This design comes from an exercise in tuning for small area, a short achievable clock period and few clock cycles on the open sky130 flow, not from production work.
Where RTL was checked, it was by simulation tests only, not by an equivalence proof against the original.
Only the layout flow was run in runs 1 and 2; the RTL was not checked for function there.
Power is estimated from default activity; no workload was simulated.

File: flow/design.v
module gsm7_c2s (
    input  wire [15:0] cu,
    output wire        def_hit,
    output wire        esc_hit,
    output wire [6:0]  sept
);
    wire [7:0] hi = cu[15:8];
    wire [7:0] lo = cu[7:0];
    wire h00 = (hi == 8'h00);
    wire h03 = (hi == 8'h03);
    wire h20 = (hi == 8'h20);
    wire id;
    assign id = (lo[3] & ~lo[4] & ~lo[7]) | (~lo[3] & lo[4] & ~lo[7]) | (lo[0] & ~lo[4] & ~lo[7]) | (lo[3] & ~lo[6] & ~lo[7]) | (lo[1] & ~lo[4] & ~lo[7]) | (~lo[1] & ~lo[2] & lo[3] & ~lo[7]) | (lo[2] & ~lo[3] & lo[6] & ~lo[7]) | (~lo[0] & ~lo[2] & lo[3] & ~lo[7]) | (~lo[2] & ~lo[6] & ~lo[7]);
    wire [6:0] x;
    assign x[0] = (lo[0] & lo[1] & lo[2] & ~lo[7]) | (~lo[1] & lo[3] & ~lo[6]) | (~lo[1] & ~lo[3] & lo[5] & lo[6]) | (lo[0] & lo[1] & ~lo[4] & ~hi[0]) | (~lo[1] & ~lo[2] & ~lo[5] & lo[7]) | (lo[0] & ~lo[1] & lo[2] & lo[5]) | (lo[2] & ~lo[4] & lo[5] & lo[6]) | (lo[0] & ~lo[3] & lo[4]) | (lo[0] & lo[3] & ~lo[4]) | (~lo[0] & lo[1] & lo[5] & ~lo[7]) | (~lo[0] & ~lo[1] & lo[3] & ~lo[5] & ~lo[7]) | (~lo[0] & ~lo[1] & lo[2] & ~lo[4] & lo[6]);
    assign x[1] = (~lo[1] & lo[2] & lo[6] & lo[7]) | (~lo[1] & lo[3] & ~lo[5] & lo[6]) | (~lo[0] & ~lo[4] & hi[0]) | (lo[0] & lo[2] & ~lo[4] & lo[5]) | (lo[2] & lo[3] & ~lo[5] & lo[7]) | (~lo[6] & ~lo[7]) | (~lo[2] & ~lo[3] & ~lo[5] & hi[0]) | (lo[0] & ~lo[1] & ~lo[2] & lo[3] & lo[4]) | (~lo[2] & ~lo[3] & ~lo[4] & lo[5] & lo[6]);
    assign x[2] = (~lo[1] & lo[3] & lo[5] & lo[7]) | (~lo[0] & lo[1] & lo[2] & ~hi[0]) | (lo[0] & ~lo[1] & lo[6] & lo[7]) | (~lo[1] & lo[2] & lo[3] & ~lo[5]) | (~lo[0] & ~lo[2] & ~lo[4] & lo[5]) | (lo[1] & ~lo[2] & lo[3] & ~lo[5]) | (~lo[0] & ~lo[6] & lo[7] & ~hi[0]) | (lo[2] & lo[4] & lo[6] & lo[7]) | (lo[1] & lo[2] & ~lo[4] & ~lo[6] & ~hi[0]);
    assign x[3] = (~lo[3] & lo[6] & lo[7]) | (~lo[1] & lo[3] & ~lo[5]) | (~lo[0] & lo[3] & lo[4] & lo[7]) | (lo[0] & ~lo[2] & ~lo[7]) | (lo[0] & ~lo[1] & ~lo[7]) | (lo[1] & lo[5] & lo[6]) | (lo[1] & lo[6] & lo[7]) | (lo[1] & lo[2] & ~lo[4] & ~hi[0]) | (lo[0] & ~lo[3] & lo[5] & hi[0]);
    assign x[4] = (hi[0]) | (~lo[0] & lo[1] & lo[2]) | (lo[0] & lo[4] & ~lo[5]) | (~lo[0] & ~lo[1] & ~lo[3] & lo[6] & lo[7]) | (lo[2] & lo[4] & lo[6] & lo[7]) | (lo[0] & ~lo[3] & lo[4]) | (lo[0] & ~lo[2] & ~lo[5]) | (lo[1] & lo[2] & ~lo[4] & lo[5]);
    assign x[5] = (lo[2] & lo[4] & lo[5] & lo[7]) | (~lo[0] & ~lo[1] & ~lo[3] & lo[5] & lo[7] & ~hi[0]) | (lo[0] & lo[5] & ~lo[7]) | (~lo[1] & lo[4] & ~lo[5] & ~lo[7]) | (lo[3] & ~lo[6] & ~hi[0]) | (lo[0] & ~lo[2] & ~lo[7]) | (lo[1] & lo[5] & ~lo[7]) | (~lo[1] & ~lo[3] & lo[4] & lo[5]);
    assign x[6] = (~lo[0] & lo[2] & lo[4] & lo[6] & lo[7]) | (~lo[1] & ~lo[2] & ~lo[3] & lo[7] & ~hi[0]) | (lo[3] & ~lo[6] & ~hi[0]) | (~lo[0] & ~lo[1] & ~lo[3] & lo[6] & lo[7]) | (lo[0] & lo[1] & lo[2] & lo[5]) | (~lo[0] & ~lo[1] & lo[3] & lo[5] & ~lo[7]);
    assign sept = id ? lo[6:0] : x;
    wire d0, g3, e0;
    assign d0 = (~lo[0] & lo[1] & ~lo[2] & lo[3] & ~lo[4] & ~lo[7]) | (lo[0] & ~lo[1] & lo[2] & lo[3] & ~lo[4] & ~lo[7]) | (lo[5] & ~lo[6] & ~lo[7]) | (lo[0] & ~lo[3] & ~lo[4] & lo[5] & ~lo[6]) | (~lo[0] & ~lo[1] & ~lo[4] & lo[5] & lo[6] & lo[7]) | (lo[0] & ~lo[1] & ~lo[2] & lo[3] & ~lo[4] & lo[6]) | (~lo[1] & lo[2] & ~lo[3] & ~lo[4] & lo[5]) | (lo[0] & lo[1] & lo[2] & lo[3] & lo[4] & lo[5] & ~lo[6]) | (lo[0] & ~lo[1] & ~lo[2] & ~lo[3] & lo[4] & lo[6]) | (~lo[0] & lo[1] & lo[2] & ~lo[3] & lo[6]) | (lo[2] & ~lo[3] & ~lo[4] & ~lo[5] & lo[6]) | (~lo[0] & ~lo[1] & lo[3] & lo[4] & lo[6] & lo[7]) | (lo[0] & lo[1] & lo[2] & lo[3] & lo[4] & ~lo[5] & lo[6]) | (~lo[0] & lo[1] & ~lo[3] & lo[4] & lo[5] & lo[6]) | (lo[1] & ~lo[4] & lo[6] & ~lo[7]) | (~lo[3] & lo[4] & lo[6] & ~lo[7]) | (~lo[0] & ~lo[2] & lo[3] & lo[6] & ~lo[7]) | (lo[0] & ~lo[1] & ~lo[2] & lo[6] & ~lo[7]) | (lo[3] & ~lo[4] & lo[6] & ~lo[7]) | (~lo[3] & ~lo[5] & lo[6] & ~lo[7]) | (~lo[1] & ~lo[2] & lo[3] & lo[5] & lo[6]);
    assign g3 = (~lo[0] & ~lo[1] & ~lo[2] & ~lo[4] & lo[5] & ~lo[6] & lo[7]) | (lo[0] & lo[1] & ~lo[2] & ~lo[3] & ~lo[4] & lo[5] & ~lo[6] & lo[7]) | (~lo[0] & lo[1] & lo[2] & ~lo[3] & ~lo[4] & lo[5] & ~lo[6] & lo[7]) | (~lo[1] & ~lo[2] & lo[3] & ~lo[4] & lo[5] & ~lo[6] & lo[7]) | (lo[0] & lo[1] & ~lo[2] & lo[4] & ~lo[5] & ~lo[6] & lo[7]) | (~lo[0] & ~lo[1] & ~lo[2] & lo[3] & lo[4] & ~lo[5] & ~lo[6] & lo[7]) | (~lo[0] & ~lo[1] & lo[2] & ~lo[3] & lo[4] & ~lo[5] & ~lo[6] & lo[7]) | (~lo[0] & lo[1] & lo[2] & lo[3] & lo[4] & ~lo[5] & ~lo[6] & lo[7]);
    assign e0 = (lo[0] & lo[1] & ~lo[2] & lo[3] & lo[4] & lo[6] & ~lo[7]) | (~lo[1] & lo[2] & lo[3] & lo[4] & lo[6] & ~lo[7]) | (~lo[0] & lo[2] & lo[3] & lo[4] & lo[6] & ~lo[7]);
    assign def_hit = (h00 & d0) | (h03 & g3);
    assign esc_hit = (h00 & e0) | (h20 & (lo == 8'hAC));
endmodule
module gsm7_s2c (
    input  wire        esc,
    input  wire [6:0]  sept,
    output wire [15:0] cu,
    output wire        esc_ok
);
    wire id;
    assign id = (~sept[0] & sept[1] & ~sept[2] & sept[3] & ~sept[4]) | (sept[0] & ~sept[1] & sept[2] & sept[3] & ~sept[4]) | (sept[1] & ~sept[3] & sept[5]) | (sept[3] & sept[5] & ~sept[6] & ~esc) | (sept[3] & ~sept[4] & sept[6]) | (~sept[3] & sept[4] & sept[6]) | (sept[0] & ~sept[4] & sept[6] & ~esc) | (~sept[3] & sept[4] & sept[5]) | (~sept[0] & ~sept[2] & sept[3] & sept[6]) | (sept[2] & ~sept[3] & sept[6] & ~esc) | (sept[0] & sept[5] & ~sept[6] & ~esc) | (sept[0] & ~sept[1] & ~sept[2] & sept[6]) | (sept[1] & ~sept[4] & sept[6]) | (~sept[2] & sept[5] & ~sept[6] & ~esc);
    wire [15:0] x;
    assign x[0] = (sept[0] & ~sept[2] & ~sept[3]) | (~sept[0] & sept[1] & sept[2] & ~sept[4]) | (~sept[1] & sept[2] & ~sept[3] & sept[4] & ~esc) | (~sept[0] & ~sept[1] & ~sept[2] & sept[3] & sept[4]) | (~sept[0] & sept[3] & esc) | (sept[0] & ~sept[1] & ~sept[4] & ~sept[6]) | (sept[1] & sept[2] & sept[3] & ~sept[6] & ~esc) | (~sept[4] & sept[6] & ~esc) | (sept[0] & ~sept[1] & sept[3] & sept[6]) | (sept[0] & sept[2] & ~sept[5] & sept[6]);
    assign x[1] = (~sept[0] & ~sept[1] & sept[2] & sept[4]) | (sept[0] & sept[1] & sept[2] & ~sept[5] & sept[6]) | (~sept[0] & ~sept[2] & sept[3]) | (sept[0] & ~sept[2] & ~sept[3] & sept[4]) | (sept[0] & ~sept[1] & ~sept[2] & ~sept[4] & ~esc) | (sept[0] & ~sept[1] & sept[2] & sept[3] & ~sept[6]) | (~sept[2] & ~sept[3] & sept[5]) | (sept[1] & ~sept[2] & sept[4] & ~sept[6]) | (~sept[0] & sept[3] & sept[4] & ~sept[5] & ~sept[6]);
    assign x[2] = (sept[0] & ~sept[1] & sept[3] & ~sept[4]) | (~sept[1] & ~sept[2] & ~sept[3] & sept[4]) | (sept[1] & ~sept[5] & sept[6]) | (~sept[0] & sept[1] & sept[3]) | (~sept[3] & esc) | (~sept[0] & sept[5] & ~esc) | (sept[0] & sept[1] & sept[2] & ~sept[4]) | (~sept[0] & sept[1] & ~sept[2]) | (sept[0] & ~sept[1] & sept[2] & sept[3] & ~sept[6]) | (~sept[0] & sept[2] & sept[3] & sept[4] & ~sept[5]) | (sept[0] & ~sept[2] & sept[6]) | (sept[1] & ~sept[2] & ~sept[3] & ~sept[4]);
    assign x[3] = (esc) | (sept[0] & sept[2] & ~sept[3]) | (~sept[0] & sept[1] & sept[3] & sept[4]) | (sept[0] & ~sept[1] & ~sept[2] & sept[4]) | (sept[2] & ~sept[3] & ~sept[4] & ~sept[5]) | (~sept[2] & ~sept[3] & sept[5]) | (sept[1] & ~sept[2] & sept[3] & ~sept[6]) | (~sept[1] & sept[2] & ~sept[4] & ~sept[5]) | (~sept[1] & sept[2] & ~sept[3] & ~sept[5]) | (sept[1] & sept[3] & sept[4] & ~sept[6]);
    assign x[4] = (~sept[0] & sept[1] & sept[2] & ~sept[3] & ~sept[4]) | (~sept[0] & ~sept[1] & ~sept[3] & sept[4]) | (~sept[0] & sept[1] & sept[3] & sept[4]) | (~sept[1] & sept[3] & sept[5]) | (sept[0] & ~sept[2] & sept[4] & ~sept[6]) | (~sept[1] & sept[3] & sept[6]) | (~sept[0] & ~sept[1] & sept[3] & ~sept[4]) | (~sept[0] & esc) | (sept[1] & esc) | (~sept[2] & ~sept[3] & sept[5]) | (sept[1] & ~sept[2] & sept[3] & ~sept[6]);
    assign x[5] = (sept[0] & ~sept[3] & ~sept[4]) | (~sept[0] & sept[1] & ~sept[3]) | (~sept[0] & ~sept[1] & ~sept[2] & sept[3]) | (sept[0] & ~sept[1] & sept[2] & ~sept[6]) | (sept[0] & sept[1] & sept[2] & sept[6]) | (sept[5] & ~esc) | (~sept[4] & sept[6]) | (~sept[1] & sept[2] & ~sept[4]) | (~sept[2] & esc) | (sept[0] & sept[2] & ~sept[3]) | (sept[0] & sept[2] & ~sept[4] & ~sept[5]);
    assign x[6] = (sept[3] & ~sept[4]) | (sept[0] & ~sept[1] & ~sept[2] & ~sept[3] & sept[4]) | (sept[4] & sept[5]) | (~sept[0] & sept[2] & sept[3]) | (sept[2] & ~sept[4] & ~sept[5]) | (~sept[0] & esc) | (~sept[1] & sept[2] & sept[3]) | (sept[0] & ~sept[2] & sept[6]) | (sept[2] & sept[3] & ~sept[6]) | (~sept[0] & ~sept[1] & ~sept[2] & ~sept[4] & ~sept[6]);
    assign x[7] = (sept[6] & ~esc) | (sept[2] & ~esc) | (sept[3] & ~esc) | (sept[0] & ~sept[3] & ~sept[4]) | (sept[1] & ~sept[2] & sept[4]) | (~sept[0] & sept[4] & ~esc);
    assign x[8] = (sept[1] & ~sept[3] & sept[4]) | (~sept[0] & ~sept[2] & sept[4]) | (sept[2] & ~sept[3] & sept[4] & ~esc) | (~sept[1] & ~sept[2] & sept[3] & sept[4]);
    assign x[9] = (sept[1] & ~sept[3] & sept[4]) | (~sept[0] & ~sept[2] & sept[4]) | (sept[2] & ~sept[3] & sept[4] & ~esc) | (~sept[1] & ~sept[2] & sept[3] & sept[4]);
    assign x[10] = 1'b0;
    assign x[11] = 1'b0;
    assign x[12] = 1'b0;
    assign x[13] = (sept[0] & ~sept[4] & sept[6]);
    assign x[14] = 1'b0;
    assign x[15] = 1'b0;
    assign cu = id ? {9'd0, sept} : x;
    assign esc_ok = (~sept[0] & ~sept[1] & ~sept[2] & ~sept[3] & ~sept[4] & ~sept[5] & sept[6]) | (sept[0] & ~sept[1] & sept[2] & ~sept[3] & ~sept[4] & sept[5] & sept[6]) | (~sept[1] & ~sept[2] & sept[3] & ~sept[4] & sept[5] & ~sept[6]) | (sept[0] & sept[1] & sept[2] & sept[3] & ~sept[4] & sept[5] & ~sept[6]) | (~sept[0] & sept[2] & sept[3] & sept[4] & sept[5] & ~sept[6]) | (~sept[0] & ~sept[1] & sept[2] & ~sept[3] & sept[4] & ~sept[5] & ~sept[6]) | (~sept[1] & sept[2] & sept[3] & sept[4] & sept[5] & ~sept[6]);
endmodule
module gsm7_codec (
    input  wire        clk,
    input  wire        rst,
    input  wire        cmd_valid,
    output wire        cmd_ready,
    input  wire        cmd_dec,       
    input  wire [2:0]  cmd_pad,       
    input  wire [8:0]  cmd_len,       
    input  wire        in_valid,
    output wire        in_ready,
    input  wire [15:0] in_data,
    output reg         out_valid,
    output reg  [15:0] out_data,
    output reg         done,
    output wire        done_err,
    output wire [8:0]  done_pos,
    output wire        done_escp
);
    localparam [6:0] ESC_MARK = 7'h1B;
    reg         busy;        
    reg         dec;         
    reg         cmd_rdy;
    reg         in_rdy;
    reg         fin;         
    reg  [8:0]  cnt;         
    reg         zw;          
    reg  [15:0] w;           
    reg         v0, v1;      
    reg         half;        
    reg  [2:0]  n;           
    reg  [6:0]  acc;         
    reg         esc;
    reg         err;
    reg  [8:0]  pos;         
    assign cmd_ready = cmd_rdy;
    assign in_ready  = in_rdy;
    assign done_err  = err;
    assign done_pos  = pos;
    assign done_escp = esc;
    wire cmd_acc = cmd_valid & cmd_rdy;
    wire in_acc  = in_valid & in_rdy;
    wire        c_def, c_esc;
    wire [6:0]  c_sept;
    gsm7_c2s u_c2s (.cu(w), .def_hit(c_def), .esc_hit(c_esc), .sept(c_sept));
    wire        e_tok  = busy && !dec && v0;             
    wire        e_hit  = c_def | c_esc;
    wire        e_two  = e_tok && c_esc && !half;         
    wire        e_cons = e_tok && !e_two;                 
    wire        e_add  = e_tok && e_hit;
    wire [6:0]  e_sept = !e_add ? 7'd0 : (c_esc && !half) ? ESC_MARK : c_sept;
    wire [14:0] e_comb = {8'd0, acc} | ({8'd0, e_sept} << n);
    wire        e_emit = e_add && (n != 3'd0);            
    wire        e_lastt = e_cons && (cnt == 9'd0);        
    wire        e_left = e_add ? (n != 3'd1) : (n != 3'd0);
    wire        e_done = fin || (e_lastt && !(e_emit && e_left));
    wire        e_out  = fin ? (n != 3'd0) : (e_emit || (e_lastt && e_left));
    wire [7:0]  il = in_data[7:0];
    wire        in_esc = ((in_data[15:8] == 8'h00) &&
                          (il == 8'h5B || il == 8'h5C || il == 8'h5D || il == 8'h5E ||
                           il == 8'h7B || il == 8'h7C || il == 8'h7D || il == 8'h7E)) ||
                         (in_data == 16'h20AC);
    wire [15:0] d_win  = w >> n;
    wire [6:0]  d_sept = d_win[6:0];
    wire        d_ext  = busy && dec && (cnt != 9'd0) && v0 && (n <= 3'd1 || v1);
    wire        d_shift = d_ext && (n != 3'd0);           
    wire        d_mark = (d_sept == ESC_MARK);
    wire [15:0] d_cu;
    wire        d_eok;
    gsm7_s2c u_s2c (.esc(esc), .sept(d_sept), .cu(d_cu), .esc_ok(d_eok));
    wire        d_bad  = d_ext && !d_mark && esc && !d_eok;
    wire        d_out  = d_ext && !d_mark && !err && !d_bad;
    wire        d_lastt = d_ext && (cnt == 9'd1);
    wire        d_done = d_lastt || (zw && in_acc) || (fin && dec);
    wire        a0 = d_shift ? v1 : v0;
    wire        a1 = d_shift ? 1'b0 : v1;
    wire        to1 = in_acc && a0;                       
    wire        fin_done = dec ? d_done : e_done;
    wire        busy_n = cmd_acc || (busy && !fin_done);
    wire [8:0]  cnt_n  = cmd_acc ? cmd_len :
                         (!dec && in_acc) || d_ext ? cnt - 9'd1 : cnt;
    wire [2:0]  n_n    = cmd_acc ? cmd_pad :
                         (e_add || d_ext) ? n - 3'd1 : n;
    wire        dec_n  = cmd_acc ? cmd_dec : dec;
    wire        v0_n   = dec ? (a0 || in_acc) : ((v0 && !e_cons) || in_acc);
    wire        v1_n   = dec && (a1 || to1);
    wire        enc_rdy = (cnt_n != 9'd0) && !(in_acc && in_esc);
    wire        cnt_ge3 = (cnt_n[8:2] != 7'd0) || (cnt_n[1:0] == 2'd3);
    wire        cnt_2   = (cnt_n == 9'd2);
    wire        cnt_1   = (cnt_n == 9'd1);
    wire        both_n  = v0_n && v1_n;
    wire        need_n  = !v0_n ? (cnt_n != 9'd0) :
                          cnt_ge3 || (cnt_2 && (!v1_n || n_n > 3'd2)) ||
                          (cnt_1 && !v1_n && n_n >= 3'd2);
    wire        zw_n    = cmd_acc ? (cmd_dec && cmd_len == 9'd0 && cmd_pad != 3'd0) :
                          (zw && !in_acc);
    wire        dec_rdy = (zw_n || need_n) && (!both_n || n_n != 3'd0);
    always @(posedge clk) begin
        if (rst) begin
            busy      <= 1'b0;
            cmd_rdy   <= 1'b0;
            in_rdy    <= 1'b0;
            fin       <= 1'b0;
            v0        <= 1'b0;
            v1        <= 1'b0;
            half      <= 1'b0;
            zw        <= 1'b0;
            out_valid <= 1'b0;
            done      <= 1'b0;
        end else begin
            busy    <= busy_n;
            dec     <= dec_n;
            cnt     <= cnt_n;
            n       <= n_n;
            zw      <= zw_n;
            cmd_rdy <= !busy_n;
            in_rdy  <= busy_n && (dec_n ? dec_rdy : enc_rdy);
            v0      <= busy_n && v0_n;
            v1      <= busy_n && v1_n;
            half    <= e_two;
            fin     <= cmd_acc ? (cmd_len == 9'd0 && !(cmd_dec && cmd_pad != 3'd0)) :
                       (e_lastt && e_emit && e_left);
            if (in_acc) begin
                if (!dec || !to1) w[7:0] <= in_data[7:0];
                if (!dec)         w[15:8] <= in_data[15:8];
                else if (to1)     w[15:8] <= in_data[7:0];
            end else if (d_shift) begin
                w[7:0] <= w[15:8];
            end
            if (in_acc && dec && !to1 && d_shift) w[7:0] <= in_data[7:0];
            if (in_acc && dec && to1 && d_shift) w[7:0] <= w[15:8];
            if (cmd_acc)
                acc <= 7'd0;
            else if (e_add || fin)
                acc <= (fin || e_done) ? 7'd0 : (n != 3'd0) ? e_comb[14:8] : e_comb[6:0];
            out_valid <= dec ? d_out : e_out;
            out_data  <= dec ? d_cu : {8'd0, e_comb[7:0]};
            done      <= busy && fin_done;
            if (cmd_acc) begin
                esc <= 1'b0;
                err <= 1'b0;
                pos <= 9'h1FF;
            end else begin
                if (d_ext) esc <= d_mark;
                if ((e_cons && !e_hit) || d_bad) err <= 1'b1;
                if (((e_tok && !half) || d_ext) && !err)
                    pos <= pos + 9'd1;
            end
        end
    end
endmodule
File: flow/run.sh
#!/bin/bash
# synth_recipe.tcl (not shown) runs the flow's synth.tcl, then flattens the netlist and writes it again
# the make line also repeats each setting of config.mk as NAME=value (left out here)
make -C /OpenROAD-flow-scripts/flow DESIGN_CONFIG=/design/flow/config.mk WORK_HOME=/design/flow/orfs CLKGATE_MAP_FILE= SYNTH_SCRIPT=/design/flow/synth_recipe.tcl finish
File: flow/config.mk
export PLATFORM = sky130hd
export DESIGN_NAME = gsm7_codec
export DESIGN_NICKNAME = gsm7_codec
export VERILOG_FILES = /design/flow/design.v
export SDC_FILE = /design/flow/constraint.sdc
export NUM_CORES = 4
export LEC_CHECK = 0
export ABC_CLOCK_PERIOD_IN_PS = 3000
export CAP_MARGIN = 20
export CORE_MARGIN = 5
export CORE_UTILIZATION = 25
export SETUP_SLACK_MARGIN = 5
export SLEW_MARGIN = 20
File: flow/constraint.sdc
create_clock -name core_clock -period 8.0 [get_ports {clk}]
set_input_delay 1.6000 -clock core_clock [delete_from_list [all_inputs] [get_ports {clk}]]
set_output_delay 1.6000 -clock core_clock [all_outputs]
set_load 0.01 [all_outputs]
==> results of run 1 <==
==> critical path, cell delays in order <==
cell	delay [ns]
sky130_fd_sc_hd__buf_8	0.08
sky130_fd_sc_hd__nand2_4	0.04
sky130_fd_sc_hd__or2_4	0.25
sky130_fd_sc_hd__o31ai_4	0.10
sky130_fd_sc_hd__nand3_2	0.14
sky130_fd_sc_hd__xor2_1	0.21
sky130_fd_sc_hd__o21ai_2	0.10
sky130_fd_sc_hd__nor4_2	0.30
sky130_fd_sc_hd__nand2_1	0.16
sky130_fd_sc_hd__a2111oi_4	0.30
sky130_fd_sc_hd__o21ai_1	0.11
==> sequential cells by signal (all words and copies together) (netlist names), 3 cells and up <==
signal and count:
cnt 9, out_data 10, w 16, acc 7, pos 9, n 3
==> per-layer routing <==
layer,share of wire,up-vias
met5,0.00059,-
li1,-,3171
met4,0.025,2
met1,0.43,3337
met2,0.46,401
met3,0.085,52
==> synthesized netlist by cell type, drive strengths merged, types with 10 or more instances <==
cell type / instances / area share
a211oi: 15 / 0.019
a21oi: 47 / 0.037
a31oi: 15 / 0.015
buf: 41 / 0.042
clkbuf: 26 / 0.015
dfxtp: 10 / 0.031
edfxtp: 57 / 0.27
inv: 26 / 0.015
mux2: 20 / 0.035
mux2i: 11 / 0.022
mux4: 11 / 0.039
nand2: 79 / 0.046
nand2b: 11 / 0.011
nand3: 30 / 0.023
nand4: 13 / 0.013
nor2: 68 / 0.040
nor3: 35 / 0.030
nor4: 11 / 0.013
o211ai: 12 / 0.014
o21ai: 59 / 0.048
or3: 10 / 0.0098
xor2: 10 / 0.014
==> worst max path at each step <==
stage,cells past startpoint,slack [ns],to,from
2_1_floorplan,10,4.83,in_rdy$_SDFF_PP0_,in_valid
4_1_cts,11,4.88,in_rdy$_SDFF_PP0_,in_valid
3_5_place_dp,11,3.64,in_rdy$_SDFF_PP0_,cmd_valid
5_1_grt,11,4.72,in_rdy$_SDFF_PP0_,n[2]$_DFFE_PN_
3_3_place_gp,11,3.75,in_rdy$_SDFF_PP0_,cmd_valid
6_report,11,4.82,in_rdy$_SDFF_PP0_,in_valid
==> power groups by stage <==
stage | Combinational, W | Sequential [W] | Clock [W]
after floorplan | 0.000234 | 0.000423 | 0
after global placement | 0.000311 | 0.000429 | 0
after detailed placement | 0.000313 | 0.000429 | 0
after CTS | 0.000404 | 0.000416 | 0.000445
after global routing | 0.000489 | 0.000418 | 0.000460
final | 0.000458 | 0.000416 | 0.000438
==> through the flow <==
stage                     area (sq um)  instances  utilization  power [W]  hold WS [ns]
after global routing              9110       1228       0.3618   0.001368        0.5107
final                             9110       1228       0.3618   0.001312        0.4931
after CTS                         8623       1208       0.3424   0.001264        0.4778
after detailed placement          7214       1108       0.2865  0.0007422        0.4647
after global placement            7214       1108       0.2865  0.0007402        0.4539
after floorplan                   6460        770            -  0.0006569        0.4378
==> what timing repair did <==
action                                  CTS  global route
buffers inserted                         73            19
hold buffers                              0             0
cloned                                   11             1
pin swaps                                30            43
endpoints found under the setup margin  106            39
resized for setup                        91            81
==> placed cells by master, fill, tap and decap left out, types with 7 or more instances in the layout <==
cell type / netlist / layout
sky130_fd_sc_hd__o21ai_2: 0 / 7
sky130_fd_sc_hd__o211ai_1: 12 / 12
sky130_fd_sc_hd__xor2_1: 10 / 10
sky130_fd_sc_hd__nand4_1: 13 / 13
sky130_fd_sc_hd__o21ai_1: 9 / 10
sky130_fd_sc_hd__buf_6: 6 / 13
sky130_fd_sc_hd__o21ai_0: 49 / 39
sky130_fd_sc_hd__clkdlybuf4s50_1: 0 / 54
sky130_fd_sc_hd__and2_1: 7 / 7
sky130_fd_sc_hd__nand3_1: 30 / 27
sky130_fd_sc_hd__clkbuf_16: 0 / 9
sky130_fd_sc_hd__nand2_1: 79 / 75
sky130_fd_sc_hd__or3_1: 10 / 9
sky130_fd_sc_hd__nor2_1: 67 / 60
sky130_fd_sc_hd__edfxtp_1: 57 / 57
sky130_fd_sc_hd__nor2_2: 1 / 8
sky130_fd_sc_hd__dfxtp_1: 10 / 10
sky130_fd_sc_hd__mux4_2: 11 / 11
sky130_fd_sc_hd__a21oi_1: 46 / 33
sky130_fd_sc_hd__nand2b_1: 10 / 9
sky130_fd_sc_hd__a31oi_1: 15 / 13
sky130_fd_sc_hd__a21oi_2: 1 / 13
sky130_fd_sc_hd__mux2_2: 19 / 16
sky130_fd_sc_hd__nor3_1: 32 / 28
sky130_fd_sc_hd__a211oi_2: 2 / 7
sky130_fd_sc_hd__buf_4: 11 / 87
sky130_fd_sc_hd__inv_1: 22 / 18
==> cells by family after synthesis <==
family	after synthesis	share of synthesized area
fa+ha+maj	8	0.01484
compound gates	234	0.2525
other cells	1	0.0005854
simple gates	305	0.2436
flops	67	0.2984
mux	42	0.09610
buf+inv	93	0.07207
xor+xnor	16	0.02187
==> area by class of cell <==
type / instances / area (sq um) / share of cell area
clock inverter: 7 / 98.84 / 0.01085
timing repair buffer: 175 / 1699 / 0.1865
tap: 330 / 412.9 / 0.04532
sequential: 67 / 1912 / 0.2099
inverter: 26 / 111.4 / 0.01222
clock buffer: 9 / 225.2 / 0.02472
multi-input combinational: 611 / 4631 / 0.5083
timing repair inverter: 3 / 20.02 / 0.002197
==> flow_summary.json, run 1 <==
{
  "grt_use_met1": 0.1991,
  "max_freq_mhz": 314.6,
  "worst-endpoint-required_ns": 8.22,
  "num_antenna_cells": 0,
  "worstSetupPathType": "input pin to register",
  "worst_r2r_startpoint": "w[3]$_DFFE_PP_",
  "async_reset_ff_frac": 0,
  "remaining_antenna_violation_count": 0,
  "vias_per_cell": 5.670,
  "synth_seq_cells": 67,
  "nFillCells": 2501,
  "share_comb_of_total_power": 0.349,
  "cap_violations": 0,
  "chipHeight_um": 170.1,
  "cts_tree": "built",
  "synth_cells": 766,
  "syn_avg_cell_area_sq_um": 8.363,
  "worst_clock_skew_ns": 0.01701,
  "setup_tns_ns": 0,
  "reg2regPathDepth": 12,
  "slew_headroom": 0.5057,
  "power.density_cell_area_nw_per_um2": 144.0,
  "hold_viol_final": 0,
  "place.gp.congestion": 0.8683,
  "setup_ws_ns": 4.822,
  "die_area_sq_um": 28930,
  "wl_per_cell_um": 18.06,
  "hold_path_depth": 1,
  "critPathLaunchType": "input pin",
  "gr-max-usage-layer": "met2",
  "gr-usage-all-layers": 0.1429,
  "pre_cts_ws_ns": 3.636,
  "result_of_the_run": "finished clean",
  "number_of_buffers_inserted_by_port_buffering": 58,
  "row_count": 58,
  "globalRouteMet2Util": 0.2285,
  "ys_seq_area_frac": 0.2984,
  "power.sequential.fraction": 0.317,
  "cts-buffers-inserted": 9,
  "pwr-share-clk": 0.334,
  "clock_tree.buffer_depth": 2,
  "synthesis.yosys.warnings": 1,
  "maximum_number_of_pins_on_one_net_before_global_route_repair": 36,
  "min_path_type": "register to register",
  "cts-root-buf": "sky130_fd_sc_hd__clkbuf_16",
  "grt_antenna_before_repair": 1,
  "internal_power_w": 0.0008862,
  "slew_violations": 0,
  "clkLatencyLatePin_ns": 0.35,
  "vdd_ir_drop_max_mv": 0.1097,
  "synth_area_sq_um": 6406,
  "dp_hpwl_mm": 13.32,
  "route.detailed.drc": 0,
  "grt-ovfl-total": 0,
  "crit_path_end_kind": "register",
  "synth.lib_cells_used.distinct": 95,
  "drt_iter0_markers": 846,
  "post_route_cells_drive_above_1_share": 0.3229,
  "regToRegEndpoint": "out_data[2]$_DFFE_PN_",
  "cts_sinks": 67,
  "hold_path_startpoint": "half$_SDFF_PP0_",
  "wirelength_mm": 22.18,
  "cp_max_fo": 6,
  "finalNetCount": 932,
  "first_global_vias": 6493,
  "boundaryPins": 64,
  "sw_frac_of_total": 0.3243,
  "cellLeakagePower_nw": 3.140,
  "floorplan.initialDensity": 0.2544,
  "setup_viol": 0,
  "floorplan.die.width_um": 170.1,
  "flow.area_growth_from_synthesis_pct": 42.21,
  "power.switching_w": 0.0004254,
  "timing.reg2reg.setup_slack_ns": 4.84,
  "grt_setup_unrepaired": "yes",
  "grt_first_pass_wirelength_mm": 34.17,
  "critPathArrivalTime_ns": 3.39,
  "period_minus_slack_ns": 3.178,
  "clkTransAtPathRegs_ns": 0.07,
  "synth-main-ff-cell": "sky130_fd_sc_hd__edfxtp_1",
  "design.core.area_sq_um": 25180,
  "worstMarginPinSlew_ns": 0.7414,
  "drt_pre_antenna_iters": 8,
  "layout_worst_path_cycle_share": 0.3973,
  "whs_endpoint": "half$_SDFF_PP0_",
  "htree_num_levels": 3,
  "vias": 6963,
  "synth-edff-count": 57,
  "use_met3": 0.02439
}
==> inputs of run 2 (changes only) <==
--- a/flow/config.mk
+++ b/flow/config.mk
@@ -8,6 +8,6 @@
 export ABC_CLOCK_PERIOD_IN_PS = 3000
 export CAP_MARGIN = 20
 export CORE_MARGIN = 5
-export CORE_UTILIZATION = 25
+export CORE_UTILIZATION = 50
 export SETUP_SLACK_MARGIN = 5
 export SLEW_MARGIN = 20
==> run 2 against run 1 <==
Maximum frequency fell by 2.6%. Clock power fell by 11%. Critical endpoint unchanged. Sequential power barely moved. Final cell count fell by 13%. Still clean on timing, DRC and antenna. Die area fell by 48%. Largest cell class unchanged. First-iteration DRC count rose by 3.1%. Critical path depth rose by 1. Flip-flop and latch count did not move.
==> flow_summary.json, run 2 <==
{
  "setup_viol": 0,
  "grt_antenna_before_repair": 0,
  "synthMostInstantiatedCell": "sky130_fd_sc_hd__nand2_1",
  "critical_path_cell_count": 12,
  "worst_hold_slack_ns": 0.4740,
  "dp_hpwl_mm": 13.28,
  "async_reset_ff_frac": 0,
  "timing.reg2reg.setup_slack_ns": 4.80,
  "yosys-top-cells-area": "sky130_fd_sc_hd__edfxtp_1 27%, sky130_fd_sc_hd__nand2_1 4.6%, sky130_fd_sc_hd__nor2_1 3.9%",
  "clkTransAtPathRegs_ns": 0.05,
  "worst-endpoint-required_ns": 8.20,
  "critPathLaunchType": "input pin",
  "synth-edff-count": 57,
  "total_non_filler_cell_area_in_the_finished_layout_sq_um": 8721,
  "place.gp.congestion": 0.9066,
  "regToRegEndpoint": "in_rdy$_SDFF_PP0_",
  "wl_per_cell_um": 20.60,
  "period_minus_slack_ns": 3.263,
  "gr-usage-all-layers": 0.2740,
  "post-synth-top-area-fraction": 0.2672,
  "first_global_vias": 6384,
  "floorplan.initialDensity": 0.5097,
  "route.detailed.drc": 0,
  "hold_path_startpoint": "half$_SDFF_PP0_",
  "synth_area_sq_um": 6406,
  "number_of_buffers_inserted_by_port_buffering": 58,
  "floorplan.die.width_um": 123.2,
  "largest_register": "w",
  "final_core_util": 0.6939,
  "worstSetupPathType": "input pin to register",
  "clock_tree.buffer_depth": 2,
  "syn_avg_cell_area_sq_um": 8.363,
  "finalNetCount": 927,
  "num_antenna_cells": 0,
  "wirelength_mm": 21.93,
  "worst_r2r_startpoint": "w[8]$_DFFE_PP_",
  "hold_path_depth": 1,
  "max_freq_mhz": 306.5,
  "setup_tns_ns": 0,
  "boundaryPins": 64,
  "layout_commonest_cell": "sky130_fd_sc_hd__buf_4",
  "reg2regPathDepth": 11,
  "holdBufCountCts": 0,
  "critPathArrivalTime_ns": 3.47,
  "placedInstanceArea_sq_um": 6957,
  "largest_delay_share_family_worst_path": "simple AND/OR/NAND/NOR gates",
  "ys_seq_area_frac": 0.2984,
  "cellLeakagePower_nw": 3.064,
  "largest_incremental_delay_on_the_critical_path_ns": 0.27,
  "htree_num_levels": 3,
  "most_frequent_cells_in_the_layout": "91 x sky130_fd_sc_hd__buf_4, 75 x sky130_fd_sc_hd__nand2_1, 61 x sky130_fd_sc_hd__nor2_1",
  "power.density_cell_area_nw_per_um2": 143.7,
  "worst_clock_skew_ns": 0.004674,
  "cts-root-buf": "sky130_fd_sc_hd__clkbuf_16",
  "grt_first_pass_wirelength_mm": 33.02,
  "vias": 7019,
  "chipHeight_um": 123.2,
  "cts_sinks": 67,
  "slew_headroom": 0.4660,
  "synthesis.yosys.warnings": 1,
  "cts_tree": "built",
  "min_path_type": "register to register",
  "maximum_number_of_pins_on_one_net_before_global_route_repair": 39,
  "yosys-top-cells-count": "79 x sky130_fd_sc_hd__nand2_1, 67 x sky130_fd_sc_hd__nor2_1, 57 x sky130_fd_sc_hd__edfxtp_1",
  "synth_cells": 766,
  "die_area_sq_um": 15180,
  "vias_per_cell": 6.591,
  "grt_setup_unrepaired": "yes",
  "critPathSlowestCell": "sky130_fd_sc_hd__or2_4",
  "row_count": 41,
  "cp.buffers_inverters": 2,
  "biggestRegsByFlops": "w x16, out_data x10",
  "result_of_the_run": "finished clean",
  "design.core.area_sq_um": 12570,
  "clkLatencyLatePin_ns": 0.33,
  "synth-main-ff-cell": "sky130_fd_sc_hd__edfxtp_1",
  "cp_max_fo": 5,
  "crit_chain": "buf_8, nand2_4, or2_4, o31ai_4, nand3_2, xor2_2, o21ai_2, nor4_2, nand2_1, buf_6, o311ai_2, o21ai_1",
  "worstMarginPinSlew_ns": 0.7967,
  "synth.lib_cells_used.distinct": 95,
  "slew_violations": 0,
  "drt_pre_antenna_iters": 5,
  "drt_iter0_markers": 872,
  "crit_path_end_kind": "register",
  "layout_worst_path_cycle_share": 0.4078,
  "vdd_ir_drop_max_mv": 0.1769,
  "grt-ovfl-total": 0,
  "cts-buffers-inserted": 9,
  "synth.largest_area_cell": "sky130_fd_sc_hd__edfxtp_1",
  "flow.area_growth_from_synthesis_pct": 36.13,
  "flip_flop_count_of_the_largest_register_after_layout": 16,
  "hold_viol_final": 0,
  "nFillCells": 1010,
  "post_route_cells_drive_above_1_share": 0.3024,
  "synth_seq_cells": 67,
  "cap_violations": 0,
  "whs_endpoint": "half$_SDFF_PP0_",
  "remaining_antenna_violation_count": 0
}
## run 2: cell types whose count changed in the layout (fill, tap and decap cells not counted), sizes merged
| cell | delta |
|---|---|
| dlygate4sd2 | -1 |
| o31ai | +1 |
| inv | -1 |
| buf | -3 |
| o21ai | +1 |
| clkdlybuf4s50 | +1 |
| clkbuf | +1 |
| bufinv | -1 |
| clkinv | +1 |
| bufbuf | -4 |
## run 2: layout make-up
type	instances	area [sq um]	share of cell area
clock buffers	9	225.2	0.02582
clock inverters	7	67.56	0.007747
inverters	26	111.4	0.01277
multi-input cells	613	4638	0.5319
flip-flops and latches	67	1912	0.2192
well taps	172	215.2	0.02468
repair buffers	169	1536	0.1762
repair inverters	2	15.01	0.001722
## run 2: logic make-up after synthesis
kind of cell	synth area share
compound gates	0.2525
xor+xnor	0.02187
mux	0.09610
fa+ha+maj	0.01484
simple gates	0.2436
other cells	0.0005854
buf+inv	0.07207
flops	0.2984
## run 2: worst max path at each step
stage	start	slack, ns	end
2_1_floorplan	in_valid	4.83	in_rdy$_SDFF_PP0_
3_3_place_gp	cmd_valid	3.76	in_rdy$_SDFF_PP0_
3_5_place_dp	cmd_valid	3.62	in_rdy$_SDFF_PP0_
4_1_cts	dec$_DFFE_PN_	4.71	in_rdy$_SDFF_PP0_
5_1_grt	in_valid	4.62	in_rdy$_SDFF_PP0_
6_report	in_valid	4.74	in_rdy$_SDFF_PP0_
## run 2: metrics by stage
step                total power (W)  setup WS, ns  cells
floorplan                 0.0006569         4.835    770
global placement          0.0007373         3.757    942
detailed placement        0.0007416         3.622    942
CTS                        0.001175         4.714   1009
global route               0.001311         4.621   1065
finish                     0.001253         4.737   1065
## run 2: report_power, final
| part | internal [W] | switching, W | total (W) | leakage [nW] |
|---|---|---|---|---|
| combinational | 0.000201 | 0.000247 | 0.000448 | 2.31 |
| sequential | 0.000403 | 0.0000139 | 0.000417 | 0.617 |
| clock | 0.000240 | 0.000149 | 0.000388 | 0.139 |
## run 2: per-layer routing
layer  track usage  vias up  wire (um)  share of wire
li1              -     3169          -              -
met1        0.3750     3318       8998           0.41
met2        0.4302      458      10130           0.46
met3       0.05901       74       2081          0.095
met4       0.09481        0        725          0.033
met5             0        -          0              0
## run 2: what timing repair did
action | CTS | global route
endpoints found under the setup margin | 113 | 54
setup buffers | 46 | 54
gates cloned | 5 | 2
pin swaps | 10 | 35
resized for setup | 46 | 86
==> inputs of run 3 (changes only) <==
--- a/flow/design.v
+++ b/flow/design.v
@@ -67,7 +67,7 @@
     output wire        in_ready,
     input  wire [15:0] in_data,
     output reg         out_valid,
-    output reg  [15:0] out_data,
+    output wire [15:0] out_data,
     output reg         done,
     output wire        done_err,
     output wire [8:0]  done_pos,
@@ -88,12 +88,16 @@
     reg  [6:0]  acc;         
     reg         esc;
     reg         err;
-    reg  [8:0]  pos;         
+    reg  [8:0]  pos;
+    reg  [7:0]  out_lo;      
+    reg         out_g;       
+    reg         out_e;       
     assign cmd_ready = cmd_rdy;
     assign in_ready  = in_rdy;
     assign done_err  = err;
     assign done_pos  = pos;
     assign done_escp = esc;
+    assign out_data  = {2'b00, out_e, 3'b000, out_g, out_g, out_lo};
     wire cmd_acc = cmd_valid & cmd_rdy;
     wire in_acc  = in_valid & in_rdy;
     wire        c_def, c_esc;
@@ -140,17 +144,28 @@
     wire        dec_n  = cmd_acc ? cmd_dec : dec;
     wire        v0_n   = dec ? (a0 || in_acc) : ((v0 && !e_cons) || in_acc);
     wire        v1_n   = dec && (a1 || to1);
-    wire        enc_rdy = (cnt_n != 9'd0) && !(in_acc && in_esc);
-    wire        cnt_ge3 = (cnt_n[8:2] != 7'd0) || (cnt_n[1:0] == 2'd3);
-    wire        cnt_2   = (cnt_n == 9'd2);
-    wire        cnt_1   = (cnt_n == 9'd1);
-    wire        both_n  = v0_n && v1_n;
-    wire        need_n  = !v0_n ? (cnt_n != 9'd0) :
-                          cnt_ge3 || (cnt_2 && (!v1_n || n_n > 3'd2)) ||
-                          (cnt_1 && !v1_n && n_n >= 3'd2);
+    wire        c_ge1 = (cnt != 9'd0);
+    wire        c_ge2 = (cnt[8:1] != 8'd0);
+    wire        c_ge3 = (cnt[8:2] != 7'd0) || (cnt[1:0] == 2'd3);
+    wire        c_ge4 = (cnt[8:2] != 7'd0);
+    wire        nz_n  = d_ext ? c_ge2 : c_ge1;
+    wire        ge3_n = d_ext ? c_ge4 : c_ge3;
+    wire        eq2_n = d_ext ? (c_ge3 && !c_ge4) : (c_ge2 && !c_ge3);
+    wire        eq1_n = d_ext ? (c_ge2 && !c_ge3) : (c_ge1 && !c_ge2);
+    wire [2:0]  p_n   = d_ext ? n - 3'd1 : n;
+    wire        dn_need = !a0 ? nz_n :
+                          ge3_n || (eq2_n && (!a1 || p_n > 3'd2)) || (eq1_n && !a1 && p_n >= 3'd2);
+    wire        dn_rdy  = busy && !d_lastt && !fin && (zw || dn_need) && (!(a0 && a1) || p_n != 3'd0);
+    wire        da_need = ge3_n || (eq2_n && (!a0 || p_n > 3'd2)) || (eq1_n && !a0 && p_n >= 3'd2);
+    wire        da_rdy  = !zw && da_need && (!a0 || p_n != 3'd0);
+    wire        en_rdy  = busy && c_ge1;
+    wire        ea_rdy  = (cnt != 9'd1) && !in_esc;
+    wire        new_rdy = (cmd_len != 9'd0) || (cmd_dec && cmd_pad != 3'd0);
     wire        zw_n    = cmd_acc ? (cmd_dec && cmd_len == 9'd0 && cmd_pad != 3'd0) :
                           (zw && !in_acc);
-    wire        dec_rdy = (zw_n || need_n) && (!both_n || n_n != 3'd0);
+    wire        rdy_n   = cmd_acc ? new_rdy :
+                          in_acc  ? (dec ? da_rdy : ea_rdy) :
+                                    (dec ? dn_rdy : en_rdy);
     always @(posedge clk) begin
         if (rst) begin
             busy      <= 1'b0;
@@ -159,49 +174,51 @@
             fin       <= 1'b0;
             v0        <= 1'b0;
             v1        <= 1'b0;
-            half      <= 1'b0;
-            zw        <= 1'b0;
             out_valid <= 1'b0;
             done      <= 1'b0;
         end else begin
-            busy    <= busy_n;
-            dec     <= dec_n;
-            cnt     <= cnt_n;
-            n       <= n_n;
-            zw      <= zw_n;
-            cmd_rdy <= !busy_n;
-            in_rdy  <= busy_n && (dec_n ? dec_rdy : enc_rdy);
-            v0      <= busy_n && v0_n;
-            v1      <= busy_n && v1_n;
-            half    <= e_two;
-            fin     <= cmd_acc ? (cmd_len == 9'd0 && !(cmd_dec && cmd_pad != 3'd0)) :
-                       (e_lastt && e_emit && e_left);
-            if (in_acc) begin
-                if (!dec || !to1) w[7:0] <= in_data[7:0];
-                if (!dec)         w[15:8] <= in_data[15:8];
-                else if (to1)     w[15:8] <= in_data[7:0];
-            end else if (d_shift) begin
-                w[7:0] <= w[15:8];
-            end
-            if (in_acc && dec && !to1 && d_shift) w[7:0] <= in_data[7:0];
-            if (in_acc && dec && to1 && d_shift) w[7:0] <= w[15:8];
-            if (cmd_acc)
-                acc <= 7'd0;
-            else if (e_add || fin)
-                acc <= (fin || e_done) ? 7'd0 : (n != 3'd0) ? e_comb[14:8] : e_comb[6:0];
+            busy      <= busy_n;
+            cmd_rdy   <= !busy_n;
+            in_rdy    <= rdy_n;
+            v0        <= busy_n && v0_n;
+            v1        <= busy_n && v1_n;
+            fin       <= cmd_acc ? (cmd_len == 9'd0 && !(cmd_dec && cmd_pad != 3'd0)) :
+                         (e_lastt && e_emit && e_left);
             out_valid <= dec ? d_out : e_out;
-            out_data  <= dec ? d_cu : {8'd0, e_comb[7:0]};
             done      <= busy && fin_done;
-            if (cmd_acc) begin
-                esc <= 1'b0;
-                err <= 1'b0;
-                pos <= 9'h1FF;
-            end else begin
-                if (d_ext) esc <= d_mark;
-                if ((e_cons && !e_hit) || d_bad) err <= 1'b1;
-                if (((e_tok && !half) || d_ext) && !err)
-                    pos <= pos + 9'd1;
-            end
+        end
+    end
+    always @(posedge clk) begin
+        dec  <= dec_n;
+        cnt  <= cnt_n;
+        n    <= n_n;
+        zw   <= zw_n;
+        half <= e_two;
+        if (in_acc) begin
+            if (!dec || !to1) w[7:0] <= in_data[7:0];
+            if (!dec)         w[15:8] <= in_data[15:8];
+            else if (to1)     w[15:8] <= in_data[7:0];
+        end else if (d_shift) begin
+            w[7:0] <= w[15:8];
+        end
+        if (in_acc && dec && !to1 && d_shift) w[7:0] <= in_data[7:0];
+        if (in_acc && dec && to1 && d_shift) w[7:0] <= w[15:8];
+        if (cmd_acc)
+            acc <= 7'd0;
+        else if (e_add)
+            acc <= (n != 3'd0) ? e_comb[14:8] : e_comb[6:0];
+        out_lo <= dec ? d_cu[7:0] : e_comb[7:0];
+        out_g  <= dec && d_cu[8];
+        out_e  <= dec && d_cu[13];
+        if (cmd_acc) begin
+            esc <= 1'b0;
+            err <= 1'b0;
+            pos <= 9'h1FF;
+        end else begin
+            if (d_ext) esc <= d_mark;
+            if ((e_cons && !e_hit) || d_bad) err <= 1'b1;
+            if (((e_tok && !half) || d_ext) && !err)
+                pos <= pos + 9'd1;
         end
     end
 endmodule
==> run 3 against run 2 <==
Still clean on timing, DRC and antenna. Synthesized cell count is 0.65% lower. Critical path depth is 11 lower. Clock skew is 0.0020 ns higher. First-iteration DRC count is 5.8% lower.
==> flow_summary.json, run 3 <==
{
  "yosys-top-cells-area": "sky130_fd_sc_hd__edfxtp_1 14%, sky130_fd_sc_hd__dfxtp_1 12%, sky130_fd_sc_hd__mux2_2 4.7%",
  "sequential_cell_area_sq_um": 1635,
  "setup_ws_ns": 5.026,
  "ys_seq_area_frac": 0.2627,
  "largest_register": "w",
  "largest_incremental_delay_on_the_critical_path_ns": 0.57,
  "synth_area_sq_um": 6211,
  "critPathSlowestCell": "sky130_fd_sc_hd__clkdlybuf4s50_1",
  "layout_commonest_cell": "sky130_fd_sc_hd__nand2_1",
  "synth-edff-count": 29,
  "syn_avg_cell_area_sq_um": 8.162,
  "area_of_the_multi_input_gates_sq_um": 4491,
  "maximum_number_of_pins_on_one_net_before_global_route_repair": 36,
  "grt_antenna_before_repair": 0,
  "remaining_antenna_violation_count": 0,
  "worstMarginPinSlew_ns": 0.6020,
  "synth_cells": 761,
  "wirelength_mm": 19.82,
  "worst-endpoint-required_ns": 6.40,
  "drt_pre_antenna_iters": 6,
  "slew_violations": 0,
  "most_frequent_cells_in_the_layout": "77 x sky130_fd_sc_hd__nand2_1, 59 x sky130_fd_sc_hd__nor2_1, 57 x sky130_fd_sc_hd__clkdlybuf4s50_1",
  "synthesis.yosys.warnings": 1,
  "dominant_combinational_cell_family_by_area_after_synthesis": "compound AO/OA/AOI/OAI gates",
  "max_freq_mhz": 336.2,
  "grt_first_pass_wirelength_mm": 31.61,
  "post_route_cells_drive_above_1_share": 0.2333,
  "grt_setup_unrepaired": "yes",
  "power.density_cell_area_nw_per_um2": 137.3,
  "critPathArrivalTime_ns": 1.37,
  "flow.area_growth_from_synthesis_pct": 26.21,
  "setup_tns_ns": 0,
  "route.detailed.drc": 0,
  "nFillCells": 1043,
  "cts-root-buf": "sky130_fd_sc_hd__clkbuf_16",
  "cts-buffers-inserted": 9,
  "chipHeight_um": 121.5,
  "period_minus_slack_ns": 2.974,
  "met3_wirelength_from_detailed_routing_mm": 1.573,
  "grt-ovfl-total": 0,
  "post-synth-top-area-fraction": 0.1402,
  "crit_path_end_kind": "output pin",
  "crit_chain": "clkdlybuf4s50_1",
  "synth.lib_cells_used.distinct": 108,
  "yosys-mux-area-fraction": 0.1068,
  "hold_viol_final": 0,
  "slew_headroom": 0.5950,
  "min_path_type": "register to register",
  "top_layer_used": "met4",
  "worstSetupPathType": "register to output pin",
  "dp_hpwl_mm": 12.86,
  "synth_compound_gate_area_share": 0.2939,
  "largest_delay_share_family_worst_path": "buffers and inverters",
  "critPathLaunchType": "register",
  "met2_wirelength_mm": 9.330,
  "biggestRegsByFlops": "w x16, cnt x9, pos x9",
  "placedInstanceArea_sq_um": 6758,
  "finalPower_w": 0.001076,
  "worst_clock_skew_ns": 0.006650,
  "flip_flop_count_of_the_largest_register_after_layout": 16,
  "wl_per_cell_um": 19.74,
  "timing.reg2reg.setup_slack_ns": 5.03,
  "vias": 6560,
  "cellLeakagePower_nw": 2.739,
  "m1WireLength_mm": 8.476,
  "floorplan.die.width_um": 121.5,
  "cp_max_fo": 16,
  "design.core.area_sq_um": 12110,
  "synthMostInstantiatedCell": "sky130_fd_sc_hd__nand2_1",
  "result_of_the_run": "finished clean",
  "htree_num_levels": 3,
  "number_of_buffers_inserted_by_port_buffering": 58,
  "cts_tree": "built",
  "synth-adder-area-share": 0.01410,
  "holdBufCountCts": 0,
  "place.gp.congestion": 0.9286,
  "setup_viol": 0,
  "cts_sinks": 67,
  "layout_worst_path_cycle_share": 0.3718,
  "vias_per_cell": 6.534,
  "total_non_filler_cell_area_in_the_finished_layout_sq_um": 7839,
  "synth_xor_xnor_area_share": 0.01551,
  "cp.buffers_inverters": 1,
  "final_core_util": 0.6472,
  "synth-main-ff-cell": "sky130_fd_sc_hd__dfxtp_1",
  "drt_iter0_markers": 821,
  "boundaryPins": 64,
  "finalNetCount": 871,
  "yosys-top-cells-count": "78 x sky130_fd_sc_hd__nand2_1, 61 x sky130_fd_sc_hd__nor2_1, 56 x sky130_fd_sc_hd__a21oi_1",
  "vdd_ir_drop_max_mv": 0.1276,
  "first_global_vias": 6182,
  "gr-usage-all-layers": 0.2628,
  "pre_cts_ws_ns": 4.154,
  "synth.largest_area_cell": "sky130_fd_sc_hd__edfxtp_1",
  "floorplan.initialDensity": 0.5128,
  "die_area_sq_um": 14750,
  "row_count": 40,
  "clock_tree.buffer_depth": 2,
  "synth_seq_cells": 67,
  "clkLatencyLatePin_ns": 0.34,
  "clkTransAtPathRegs_ns": 0.05,
  "cap_violations": 0,
  "synth_simple_gate_area_frac": 0.2393,
  "async_reset_ff_frac": 0,
  "num_antenna_cells": 0
}
[run 3: area by class of cell]
cell class / count / area share
Clock buffer: 12 / 0.03017
Sequential cell: 67 / 0.2086
Inverter: 14 / 0.008140
Timing Repair inverter: 1 / 0.0006385
Timing Repair Buffer: 124 / 0.1494
Multi-Input combinational cell: 614 / 0.5729
Clock inverter: 4 / 0.003352
Tap cell: 168 / 0.02682
[run 3: final timing paths]
path	end	from	cells past startpoint
setup / recovery	done_escp	esc$_SDFFE_PP0P_	1
hold reg to reg	pos[8]$_SDFFE_PP1P_	pos[8]$_SDFFE_PP1P_	2
hold / removal	pos[8]$_SDFFE_PP1P_	pos[8]$_SDFFE_PP1P_	2
setup reg to reg	out_lo[7]$_DFF_P_	w[3]$_DFFE_PP_	11
[run 3: repair_timing]
item	CTS	global route
resized for setup	26	54
setup endpoints to repair	72	36
gates cloned	2	1
setup buffers	33	18
pin swaps	5	16
[run 3: logic make-up (layout without fill, tap and decap cells)]
| family | after synthesis | in the layout |
|---|---|---|
| muxes | 51 | 51 |
| AOI/OAI and AO/OA | 253 | 254 |
| and+or+nand+nor | 286 | 286 |
| adders and majority gates | 7 | 7 |
| buffers and inverters | 85 | 155 |
| DFF | 67 | 67 |
| other | 1 | 5 |
| xor gates and xnor gates | 11 | 11 |
[run 3: power breakdown]
| group | switching [W] | leakage [nW] | internal, W |
|---|---|---|---|
| sequential | 0.0000101 | 0.577 | 0.000374 |
| clock | 0.000145 | 0.132 | 0.000211 |
| combinational | 0.000188 | 2.03 | 0.000148 |
| total | 0.000344 | 2.74 | 0.000733 |
[run 3: through the flow]
stage	hold slack, ns	std cells
4_1_cts	0.4943	985
3_3_place_gp	0.4771	934
5_1_grt	0.5172	1004
2_1_floorplan	0.4601	765
3_5_place_dp	0.4786	934
6_report	0.4929	1004
[run 3: routing by layer]
metal / track usage / up-vias
met5: 0 / -
met2: 0.4142 / 338
met4: 0.07913 / 0
li1: - / 3059
met3: 0.05315 / 44
met1: 0.3629 / 3119
Testbench counts of run 3, summed over its fixed seeds: cycles 16,021.
==> inputs of run 4 (changes only) <==
--- a/flow/config.mk
+++ b/flow/config.mk
@@ -8,6 +8,6 @@
 export ABC_CLOCK_PERIOD_IN_PS = 3000
 export CAP_MARGIN = 20
 export CORE_MARGIN = 5
-export CORE_UTILIZATION = 50
+export CORE_UTILIZATION = 25
 export SETUP_SLACK_MARGIN = 5
 export SLEW_MARGIN = 20
==> run 4 against run 3 <==
Critical path type is now register to register. Critical path depth rose by 9. Combinational power shrank 5%. Clock-buffer cell count decreased by 2. Flip-flop and latch count did not move. Maximum frequency fell by 1.6%. Via count grew 0.72%. First-iteration DRC count shrank 24%. Utilization down 32 points. Wire length grew 4.7%.
==> flow_summary.json, run 4 <==
{
  "remaining_antenna_violation_count": 0,
  "share_comb_of_total_power": 0.297,
  "dominant_combinational_cell_family_by_area_after_synthesis": "compound AO/OA/AOI/OAI gates",
  "grt-ovfl-total": 0,
  "critPathLaunchType": "register",
  "critPathSlowestCell": "sky130_fd_sc_hd__or4b_4",
  "first_global_vias": 6052,
  "yosys-mux-area-fraction": 0.1068,
  "sequential_cell_area_sq_um": 1638,
  "drt_iter0_markers": 622,
  "design.core.area_sq_um": 24390,
  "worstSetupPathType": "register to register",
  "top_layer_used": "met4",
  "post_route_cells_drive_above_1_share": 0.2209,
  "drt_pre_antenna_iters": 6,
  "htree_num_levels": 3,
  "nFillCells": 2544,
  "worst-endpoint-required_ns": 8.20,
  "vdd_ir_drop_max_mv": 0.09433,
  "number_of_buffers_inserted_by_port_buffering": 58,
  "clock_tree.buffer_depth": 2,
  "layout_worst_path_cycle_share": 0.3778,
  "synth-adder-area-share": 0.01410,
  "largest_incremental_delay_on_the_critical_path_ns": 0.59,
  "most_frequent_cells_in_the_layout": "77 x sky130_fd_sc_hd__nand2_1, 61 x sky130_fd_sc_hd__nor2_1, 57 x sky130_fd_sc_hd__clkdlybuf4s50_1",
  "synth_cells": 761,
  "maximum_number_of_pins_on_one_net_before_global_route_repair": 36,
  "finalNetCount": 868,
  "boundaryPins": 64,
  "dp_hpwl_mm": 13.47,
  "slew_violations": 0,
  "synth.lib_cells_used.distinct": 108,
  "syn_avg_cell_area_sq_um": 8.162,
  "floorplan.die.width_um": 167.6,
  "result_of_the_run": "finished clean",
  "synth_area_sq_um": 6211,
  "flow.area_growth_from_synthesis_pct": 27.32,
  "worst_clock_skew_ns": 0.009476,
  "cts-root-buf": "sky130_fd_sc_hd__clkbuf_16",
  "slew_headroom": 0.5193,
  "worst_hold_slack_ns": 0.5001,
  "crit_chain": "buf_6, or4b_4, o221a_4, nand2_2, mux2_2, o21ai_1, a221oi_2, mux2_2, a21oi_4, a221oi_2",
  "holdBufCountCts": 0,
  "power.switching_w": 0.0003488,
  "synth_simple_gate_area_frac": 0.2393,
  "placedInstanceArea_sq_um": 6930,
  "ys_seq_area_frac": 0.2627,
  "period_minus_slack_ns": 3.022,
  "hold_viol_final": 0,
  "cellLeakagePower_nw": 2.683,
  "m1WireLength_mm": 9.100,
  "power.sequential.fraction": 0.358,
  "post-synth-top-area-fraction": 0.1402,
  "synthMostInstantiatedCell": "sky130_fd_sc_hd__nand2_1",
  "place.gp.congestion": 0.9062,
  "pwr-share-clk": 0.345,
  "setup_viol": 0,
  "final_core_util": 0.3242,
  "synth_compound_gate_area_share": 0.2939,
  "min_path_type": "register to register",
  "max_freq_mhz": 330.9,
  "row_count": 57,
  "cap_violations": 0,
  "crit_path_end_kind": "register",
  "cts_sinks": 67,
  "final_instance_count_without_filler_cells": 1157,
  "setup_tns_ns": 0,
  "internal_power_w": 0.0007236,
  "chipHeight_um": 167.6,
  "met3_wirelength_from_detailed_routing_mm": 1.985,
  "clkTransAtPathRegs_ns": 0.06,
  "route.detailed.drc": 0,
  "grt_first_pass_wirelength_mm": 32.93,
  "largest_register": "w",
  "vias": 6607,
  "yosys-top-cells-count": "78 x sky130_fd_sc_hd__nand2_1, 61 x sky130_fd_sc_hd__nor2_1, 56 x sky130_fd_sc_hd__a21oi_1",
  "die_area_sq_um": 28100,
  "total_non_filler_cell_area_in_the_finished_layout_sq_um": 7908,
  "synth_seq_cells": 67,
  "clkLatencyLatePin_ns": 0.34,
  "placed_cells": 1087,
  "biggestRegsByFlops": "w x16, cnt x9, pos x9",
  "num_antenna_cells": 0,
  "yosys-top-cells-area": "sky130_fd_sc_hd__edfxtp_1 14%, sky130_fd_sc_hd__dfxtp_1 12%, sky130_fd_sc_hd__mux2_2 4.7%",
  "synth.largest_area_cell": "sky130_fd_sc_hd__edfxtp_1",
  "power.density_cell_area_nw_per_um2": 135.6,
  "worstMarginPinSlew_ns": 0.7210,
  "flip_flop_count_of_the_largest_register_after_layout": 16,
  "wl_per_cell_um": 17.94,
  "synth-edff-count": 29,
  "cts-buffers-inserted": 9,
  "vias_per_cell": 5.710,
  "synthesis.yosys.warnings": 1,
  "sw_frac_of_total": 0.3253,
  "async_reset_ff_frac": 0,
  "cts_tree": "built",
  "layout_commonest_cell": "sky130_fd_sc_hd__nand2_1",
  "area_of_the_multi_input_gates_sq_um": 4374,
  "critPathArrivalTime_ns": 3.22,
  "wirelength_mm": 20.76,
  "grt_antenna_before_repair": 0,
  "grt_setup_unrepaired": "yes",
  "met2_wirelength_mm": 9.229,
  "floorplan.initialDensity": 0.2546,
  "synth_xor_xnor_area_share": 0.01551,
  "cp_max_fo": 34,
  "gr-usage-all-layers": 0.1406,
  "synth-main-ff-cell": "sky130_fd_sc_hd__dfxtp_1"
}
==> run 4: per-layer routing <==
metal / vias up / GRT usage
met4: 0 / 0.04622
met5: - / 0
met1: 3105 / 0.1993
met3: 44 / 0.03395
met2: 383 / 0.2098
li1: 3075 / -
==> run 4: power by group through the flow <==
stage,Combinational (W),Sequential (W),Clock [W]
floorplan,0.000192,0.000393,0
global placement,0.000262,0.000397,0
detailed placement,0.000263,0.000397,0
CTS,0.000297,0.000384,0.000381
global route,0.000342,0.000385,0.000396
finish,0.000319,0.000384,0.000370
==> run 4: timing repair <==
action	CTS	global route
gates resized for setup	28	26
buffers inserted	33	18
pin swaps	6	5
gates cloned	3	0
endpoints found under the setup margin	73	49
==> run 4: path summary, 6_finish.rpt <==
check | from | to | slack, ns | cells after the start
max reg2reg | w[3]$_DFFE_PP_ | out_lo[6]$_DFF_P_ | 4.98 | 10
max | w[3]$_DFFE_PP_ | out_lo[6]$_DFF_P_ | 4.98 | 10
min reg2reg | pos[8]$_SDFFE_PP1P_ | pos[8]$_SDFFE_PP1P_ | 0.50 | 2
min | pos[8]$_SDFFE_PP1P_ | pos[8]$_SDFFE_PP1P_ | 0.50 | 2
==> run 4: through the flow <==
stage                     setup slack (ns)  total power, W
after floorplan                      5.046       0.0005845
after global placement               4.200       0.0006596
after detailed placement             4.088       0.0006599
after CTS                            4.991        0.001062
after global routing                 4.816        0.001123
final                                4.978        0.001072
==> run 4: cells by family after synthesis <==
logic type | count (synthesis)
buf+inv | 85
other cells | 1
simple gates | 286
mux | 51
flops | 67
fa+ha+maj | 7
xor+xnor | 11
compound gates | 253
==> run 4: final cells by class <==
| type | instances | share of cell area |
|---|---|---|
| multi-input combinational | 614 | 0.5532 |
| sequential | 67 | 0.2071 |
| timing repair buffer | 121 | 0.1446 |
| tap | 324 | 0.05127 |
| clock buffer | 10 | 0.02896 |
| inverter | 14 | 0.008070 |
| clock inverter | 6 | 0.006171 |
| timing repair inverter | 1 | 0.0006329 |
==> run 4: worst max-delay path, delay by kind of cell, from the launching register on <==
family,cells,cell delay (ns)
multiplexers,2,0.69
AND/OR/NAND/NOR,2,0.73
AO/OA/AOI/OAI,5,0.86
buffers and inverters,1,0.20
flip-flops,1,0.38

-- static timing again, ports no longer ideal --
In the flow no input, the clock included, has a driving cell. The finished layouts below were timed again as built, in two steps.
Step 1 sets driving cells, clkbuf_16 on the clock port and buf_2 on the other inputs (assumed; they add their load-dependent delay and slew).
Step 2 adds t to the input delays and takes it off the output delays; t is the mean of the earliest and latest rising clock arrival at the registers after step 1. Input paths then give back, and output paths get back, about the clock's delay inside the block.
Three values: ideal, step 1, step 2; two values: the first two.
| run | t (ns) | setup WS [ns] | worst hold slack (ns) | worst register clock-pin slew, ns |
|---|---|---|---|---|
| run 1 | 0.382 | 4.822 / 4.811 / 4.429 | 0.493 / 0.493 / 0.493 | 0.07 / 0.07 |
| run 2 | 0.375 | 4.737 / 4.722 / 4.347 | 0.474 / 0.474 / 0.474 | 0.06 / 0.06 |
| run 3 | 0.372 | 5.026 / 4.986 / 4.710 | 0.493 / 0.493 / 0.493 | 0.06 / 0.06 |
| run 4 | 0.381 | 4.978 / 4.978 / 4.636 | 0.500 / 0.500 / 0.500 | 0.06 / 0.06 |
After both steps setup and hold are still met in every run listed. For run 1, which loses most, drivers alone change the setup slack by -0.011 ns; drivers and shift together by -0.393 ns.
